Background: an optimization exercise with open tools, aiming at small area, a short achievable clock period and few clock cycles per item. Do not read the settings as production practice.
Only simulation tests tie the RTL to the original design; equivalence was not proved.

Design spn_core, start of the top module:
module spn_core (
  input  wire         clk,
  input  wire         rst,
  input  wire         start,
  input  wire [1:0]   op,
  input  wire [1:0]   klen,
  input  wire [255:0] key,
  input  wire [127:0] din,
  output reg          busy,
  output reg          done,
  output reg          err,
  output wire [127:0] dout
);
export LEC_CHECK = 0
export ABC_AREA = 1
export CAP_MARGIN = 30
export CELL_PAD_IN_SITES_DETAIL_PLACEMENT = 1
export CELL_PAD_IN_SITES_GLOBAL_PLACEMENT = 2
export CORE_MARGIN = 2
export CORE_UTILIZATION = 30
export PLACE_DENSITY = 0.72
export SLEW_MARGIN = 30
create_clock -name core_clock -period 13.0 [get_ports {clk}]
standard.sh (not shown) runs the stock make flow with config.mk's settings and CLKGATE_MAP_FILE= SYNTH_SCRIPT=/design/flow/synth_recipe.tcl, a recipe that flattens the netlist after the stock synthesis.
==> flow/flow/run.sh <==
#!/bin/bash
# Layout: the standard synthesis unchanged, then ORFS's standard layout steps
# with a larger setup margin for repair_timing (same SDC, same clock period) and
# plain buffers (buf_2) as the port buffers. Each tool run's full output goes to
# a log file in this folder.
set -uo pipefail
bash standard.sh synth > synth.log 2>&1 || exit 1
bash standard.sh SETUP_SLACK_MARGIN=8 "BUFFER_PORTS_ARGS=-buffer_cell sky130_fd_sc_hd__buf_2" finish > layout.log 2>&1 || exit 1
Testbench counts at the start, summed over its fixed seeds: cycles 6,666, blocks 512.
==> next run, changes <==
--- a/flow/flow/run.sh
+++ b/flow/flow/run.sh
@@ -7,2 +7,2 @@
 bash standard.sh synth > synth.log 2>&1 || exit 1
-bash standard.sh SETUP_SLACK_MARGIN=8 "BUFFER_PORTS_ARGS=-buffer_cell sky130_fd_sc_hd__buf_2" finish > layout.log 2>&1 || exit 1
+bash standard.sh SETUP_SLACK_MARGIN=8.5 "BUFFER_PORTS_ARGS=-buffer_cell sky130_fd_sc_hd__buf_2" finish > layout.log 2>&1 || exit 1
PLACE_DENSITY = unset   (was 0.72)
Die area is unchanged.
Register-to-register slack gains 0.36 ns.
==> next run, changes <==
--- a/flow/flow/run.sh
+++ b/flow/flow/run.sh
@@ -7,2 +7,2 @@
 bash standard.sh synth > synth.log 2>&1 || exit 1
-bash standard.sh SETUP_SLACK_MARGIN=8.5 "BUFFER_PORTS_ARGS=-buffer_cell sky130_fd_sc_hd__buf_2" finish > layout.log 2>&1 || exit 1
+bash standard.sh SETUP_SLACK_MARGIN=7.5 "BUFFER_PORTS_ARGS=-buffer_cell sky130_fd_sc_hd__buf_2" finish > layout.log 2>&1 || exit 1
- The changed run finished clean
- design area goes down by 19%
- setup slack loses 0.73 ns
- count of clock-buffer cells in the layout shrinks by 16
- hold slack gets worse by 0.034 ns
- register-to-register slack degrades by 0.87 ns
- global-route usage came out lower by 3.1 points
- synthesized area is unchanged
==> next run, changes <==
--- a/flow/flow/run.sh
+++ b/flow/flow/run.sh
@@ -7,2 +7,2 @@
 bash standard.sh synth > synth.log 2>&1 || exit 1
-bash standard.sh SETUP_SLACK_MARGIN=7.5 "BUFFER_PORTS_ARGS=-buffer_cell sky130_fd_sc_hd__buf_2" finish > layout.log 2>&1 || exit 1
+bash standard.sh SETUP_SLACK_MARGIN=8 "BUFFER_PORTS_ARGS=-buffer_cell sky130_fd_sc_hd__buf_2" finish > layout.log 2>&1 || exit 1
=> Non-clock buffer count increases by 331. Worst setup slack improved by 0.50 ns.

---

## v6
Another version of the RTL of spn_core (not shown whole).
Size in the first run: roughly 22000 cells after synthesis, roughly 680 flip-flops, roughly 120000 µm² of cells after synthesis.
==> flow/config.mk <==
export PLATFORM = sky130hd
export DESIGN_NAME = spn_core
export DESIGN_NICKNAME = spn_core
export VERILOG_FILES = /design/flow/design.v
export SDC_FILE = /design/flow/constraint.sdc
export NUM_CORES = 8
export LEC_CHECK = 0
export ABC_AREA = 1
export CAP_MARGIN = 20
export CELL_PAD_IN_SITES_DETAIL_PLACEMENT = 1
export CELL_PAD_IN_SITES_GLOBAL_PLACEMENT = 2
export CORE_MARGIN = 2
export CORE_UTILIZATION = 50
export SLEW_MARGIN = 20
==> flow/constraint.sdc <==
create_clock -name core_clock -period 13.0 [get_ports {clk}]
set_input_delay 2.6000 -clock core_clock [delete_from_list [all_inputs] [get_ports {clk}]]
set_output_delay 2.6000 -clock core_clock [all_outputs]
set_load 0.01 [all_outputs]
==> flow/flow/run.sh <==
#!/bin/bash
# Layout: the standard synthesis unchanged, then ORFS's standard layout steps
# with a larger setup margin for repair_timing (same SDC, same clock period) and
# plain buffers (buf_2) as the port buffers. Each tool run's full output goes to
# a log file in this folder.
set -uo pipefail
bash standard.sh synth > synth.log 2>&1 || exit 1
bash standard.sh SETUP_SLACK_MARGIN=8 "BUFFER_PORTS_ARGS=-buffer_cell sky130_fd_sc_hd__buf_2" finish > layout.log 2>&1 || exit 1
v6 got as far as global placement without I/O, where a tool error ended the run.
Testbench counts of v6, summed over its fixed seeds: cycles 6,694, blocks 512.
The following lists how v7 was set up differently from v6:
Settings: a change of CORE_UTILIZATION from 50 to 30.
[summary]
- v7 has completed all stages; timing, DRC and antenna checks passed.
- Chip width went up by more than a quarter going from v6 to v7.
- Delta (v7 minus v6): initial core utilization fell by 20 points, fraction of synthesis flops using an asynchronous set or reset pin stayed essentially flat.
- Number of placement rows up 29% in v7 wrt v6
- Area of the mapped netlist of v7 is on par with v6.

separate check: timing with driven ports:
Ports are ideal in the flow. The routed layouts listed here were re-timed in OpenROAD. Step 1, drivers: a clkbuf_16 drives clk and a buf_2 each remaining input, both assumed. Step 2 times the ports against the registers' clock, not the clock port: input delays grow and output delays shrink by t, the midpoint of the rising clock arrivals with the driver on. Slacks: no drivers / after step 1 / after step 2; pairs: no drivers / after step 1.
| run | t (ns) | setup WS [ns] | worst hold slack (ns) | cell pins on the clock port's net |
|---|---|---|---|---|
| the first run of note 1 | 1.082 | 7.822 / 7.378 / 6.297 | 0.461 / 0.461 / 0.461 | 1 |
| the second run of note 1 | 1.121 | 8.048 / 7.671 / 6.550 | 0.478 / 0.478 / 0.478 | 1 |
| the third run of note 1 | 1.087 | 7.313 / 7.254 / 6.167 | 0.443 / 0.443 / 0.443 | 1 |
| the fourth run of note 1 | 1.109 | 7.818 / 7.728 / 6.619 | 0.441 / 0.441 / 0.441 | 1 |
| v7 | 1.021 | 7.745 / 7.559 / 6.538 | 0.457 / 0.457 / 0.457 | 1 |
After both steps setup and hold are still met in every run listed. The setup slack of the first run of note 1, which loses most, moves by -0.444 ns with the drivers and by -1.525 ns with both steps.
